Source: an optimization exercise on an open RTL-to-GDS flow (aim: small area and few clock cycles). Production flows keep margins and buffers that such runs may drop. In this exercise RTL edits were held to simulation tests only and were not proved equivalent to the original. Power figures rest on the tool's default switching activity, not on a simulated workload.

// cas2wav
module cas2wav #(
    parameter [31:0] OUT_CAP = 32'd2097152,
    parameter [31:0] CAS_CAP = 32'd65536
) (
    input  wire        clk,
    input  wire        rst,           
    input  wire        reg_wr,
    input  wire [7:0]  reg_addr,
    input  wire [31:0] reg_wdata,
    output reg  [31:0] reg_rdata,
    output wire        cas_rd,
    output wire [31:0] cas_addr,
    input  wire [7:0]  cas_rdata,
    output wire        out_wr,
    output wire [31:0] out_addr,
    output wire [7:0]  out_wdata,
    output wire        done
);
For scale: roughly 2100 cells after synthesis, about 190 flip-flops, ~0.014 sq mm of cells after synthesis.
Settings: LEC_CHECK=0, ABC_AREA=1, CAP_MARGIN=20, CORE_MARGIN=2, CORE_UTILIZATION=60, CTS_BUF_LIST=sky130_fd_sc_hd__clkbuf_8, SLEW_MARGIN=20; clock period 8.0 ns.
standard.sh (not shown) runs the stock make flow with config.mk's settings and CLKGATE_MAP_FILE= SYNTH_SCRIPT=/design/flow/synth_recipe.tcl, a recipe that flattens the netlist after the stock synthesis.
==> flow/flow/run.sh <==
#!/bin/bash
# The standard layout (standard.sh) with these changes made through ORFS's
# own hooks:
#  - after floorplan, the combinational logic is re-synthesized for area by
#    OpenROAD's restructure (ABC); registers are not touched;
#  - ports are buffered with the smallest buffer, buf_1, which the resizer
#    may still upsize;
#  - clock tree synthesis uses clkbuf_8 and no dummy loads.
# Each tool's output stays in its ORFS log; make's output goes to standard.log.
set -euo pipefail
W=$PWD
export OWN_FLOW_DIR=$W/flow
export POST_FLOORPLAN_TCL=$W/flow/restructure.tcl
export BUFFER_PORTS_ARGS="-buffer_cell sky130_fd_sc_hd__buf_1"
export CTS_ARGS="-sink_clustering_enable -repair_clock_nets -buf_list sky130_fd_sc_hd__clkbuf_8 -dont_use_dummy_load"
bash standard.sh > standard.log 2>&1
Other scripts of this flow, unchanged in this note and not shown: flow/flow/libfilter.py, flow/flow/restructure.tcl
Testbench counts at the start, summed over its fixed seeds: cycles 10,482,878.
Rerun with:
==> flow/flow/run.sh (replaced) <==
#!/bin/bash
# The standard layout (standard.sh) with two changes made through ORFS's
# own hooks:
#  - after floorplan, the combinational logic is re-synthesized for area by
#    OpenROAD's restructure (ABC); registers are not touched;
#  - ports are buffered with the smallest buffer, buf_1, which the resizer
#    may still upsize.
# Each tool's output stays in its ORFS log; make's output goes to standard.log.
set -euo pipefail
W=$PWD
export OWN_FLOW_DIR=$W/flow
export POST_FLOORPLAN_TCL=$W/flow/restructure.tcl
export BUFFER_PORTS_ARGS="-buffer_cell sky130_fd_sc_hd__buf_1"
bash standard.sh > standard.log 2>&1
- CORE_UTILIZATION: 60 -> 40
Effect: The new run ran to the end with no violations; critical path depth went up by 2; core utilization went down by 16 points; fmax barely changes; worst hold slack stays flat; power went up by 8.0%; worst setup slack is better by 15 ps; first-iteration DRC count went down by about 6%; routed wire length went up by 3.2%; clock power went up by about 40%.
Rerun with:
--- a/flow/flow/run.sh
+++ b/flow/flow/run.sh
@@ -1,3 +1,3 @@
 #!/bin/bash
-# The standard layout (standard.sh) with two changes made through ORFS's
+# The standard layout (standard.sh) with these changes made through ORFS's
 # own hooks:
@@ -6,3 +6,4 @@
 #  - ports are buffered with the smallest buffer, buf_1, which the resizer
-#    may still upsize.
+#    may still upsize;
+#  - clock tree synthesis uses clkbuf_8 and no dummy loads.
 # Each tool's output stays in its ORFS log; make's output goes to standard.log.
@@ -13,2 +14,3 @@
 export BUFFER_PORTS_ARGS="-buffer_cell sky130_fd_sc_hd__buf_1"
+export CTS_ARGS="-sink_clustering_enable -repair_clock_nets -buf_list sky130_fd_sc_hd__clkbuf_8 -dont_use_dummy_load"
 bash standard.sh > standard.log 2>&1
After rerunning: Synthesized cell count does not change; wire length hardly moves; clock power came out lower by 29%; core utilization came out lower by 0.68 points; critical path depth is unchanged.
Rerun with:
--- a/flow/flow/run.sh
+++ b/flow/flow/run.sh
@@ -1,3 +1,3 @@
 #!/bin/bash
-# The standard layout (standard.sh) with these changes made through ORFS's
+# The standard layout (standard.sh) with two changes made through ORFS's
 # own hooks:
What happened: Core utilization is unchanged; synthesized area is unchanged; critical path depth stays the same; final area stays the same; via count stays the same; final cell count stays the same; routed wire length stays the same; sequential cell count is unchanged; clock power stays flat; clock skew is unchanged; clock-buffer cell count stays the same.

========
cas2wav, a different RTL version from the one above (not shown whole).
Size: ~190 flip-flops, ~160 I/O pins, about 14000 um^2 of cells after synthesis.
Settings: LEC_CHECK=0, ABC_AREA=1, CAP_MARGIN=20, CORE_MARGIN=2, CORE_UTILIZATION=40, SLEW_MARGIN=20; clock period 8.0 ns.
==> flow/flow/run.sh <==
#!/bin/bash
# The standard layout (standard.sh) with two changes made through ORFS's
# own hooks:
#  - after floorplan, the combinational logic is re-synthesized for area by
#    OpenROAD's restructure (ABC); registers are not touched;
#  - ports are buffered with the smallest buffer, buf_1, which the resizer
#    may still upsize.
# Each tool's output stays in its ORFS log; make's output goes to standard.log.
set -euo pipefail
W=$PWD
export OWN_FLOW_DIR=$W/flow
export POST_FLOORPLAN_TCL=$W/flow/restructure.tcl
export BUFFER_PORTS_ARGS="-buffer_cell sky130_fd_sc_hd__buf_1"
bash standard.sh > standard.log 2>&1
Other scripts of this flow, unchanged in this note and not shown: flow/flow/libfilter.py, flow/flow/restructure.tcl
Testbench counts at the start, summed over its fixed seeds: cycles 10,482,878.
Next try:
Settings changed: CTS_BUF_LIST set to sky130_fd_sc_hd__clkbuf_8.
After rerunning: The new run completed with no timing, DRC or antenna violations. Die area is unchanged. Via count rose by 0.34%. Area after synthesis does not change.

-- separate check: timing with driven ports --
How much do the figures lean on ideal ports? The routed layouts below were timed once more, with nothing changed but the port constraints.
Step 1, drivers: a clkbuf_16 drives clk and a buf_2 each remaining input, both assumed.
Step 2 moves the port delays by t, midway between the first and last clock arrival at a register: inputs arrive t later, outputs are due t later. That takes back most of the time a late clock gives input paths.
Three values: ideal, step 1, step 2; two values: the first two.
run | shift t [ns] | slack for setup (ns) | worst hold slack (ns) | worst slew at a driven data input, ns | pins driven straight from the clock port
the first run of note 1 | 0.485 | 0.700 / 0.656 / 1.141 | 0.455 / 0.455 / 0.455 | 0.06 | 1
the second run of note 1 | 0.544 | 0.714 / 0.666 / 1.210 | 0.457 / 0.457 / 0.457 | 0.08 | 1
the third run of note 1 | 0.516 | 0.746 / 0.698 / 1.215 | 0.457 / 0.457 / 0.457 | 0.08 | 1
the fourth run of note 1 | 0.516 | 0.746 / 0.698 / 1.215 | 0.457 / 0.457 / 0.457 | 0.08 | 1
the first run of note 2 | 0.492 | 0.951 / 0.902 / 1.394 | 0.460 / 0.460 / 0.460 | 0.05 | 1
the second run of note 2 | 0.536 | 0.851 / 0.803 / 1.339 | 0.467 / 0.467 / 0.467 | 0.05 | 1
After both steps setup and hold are still met in every run listed.
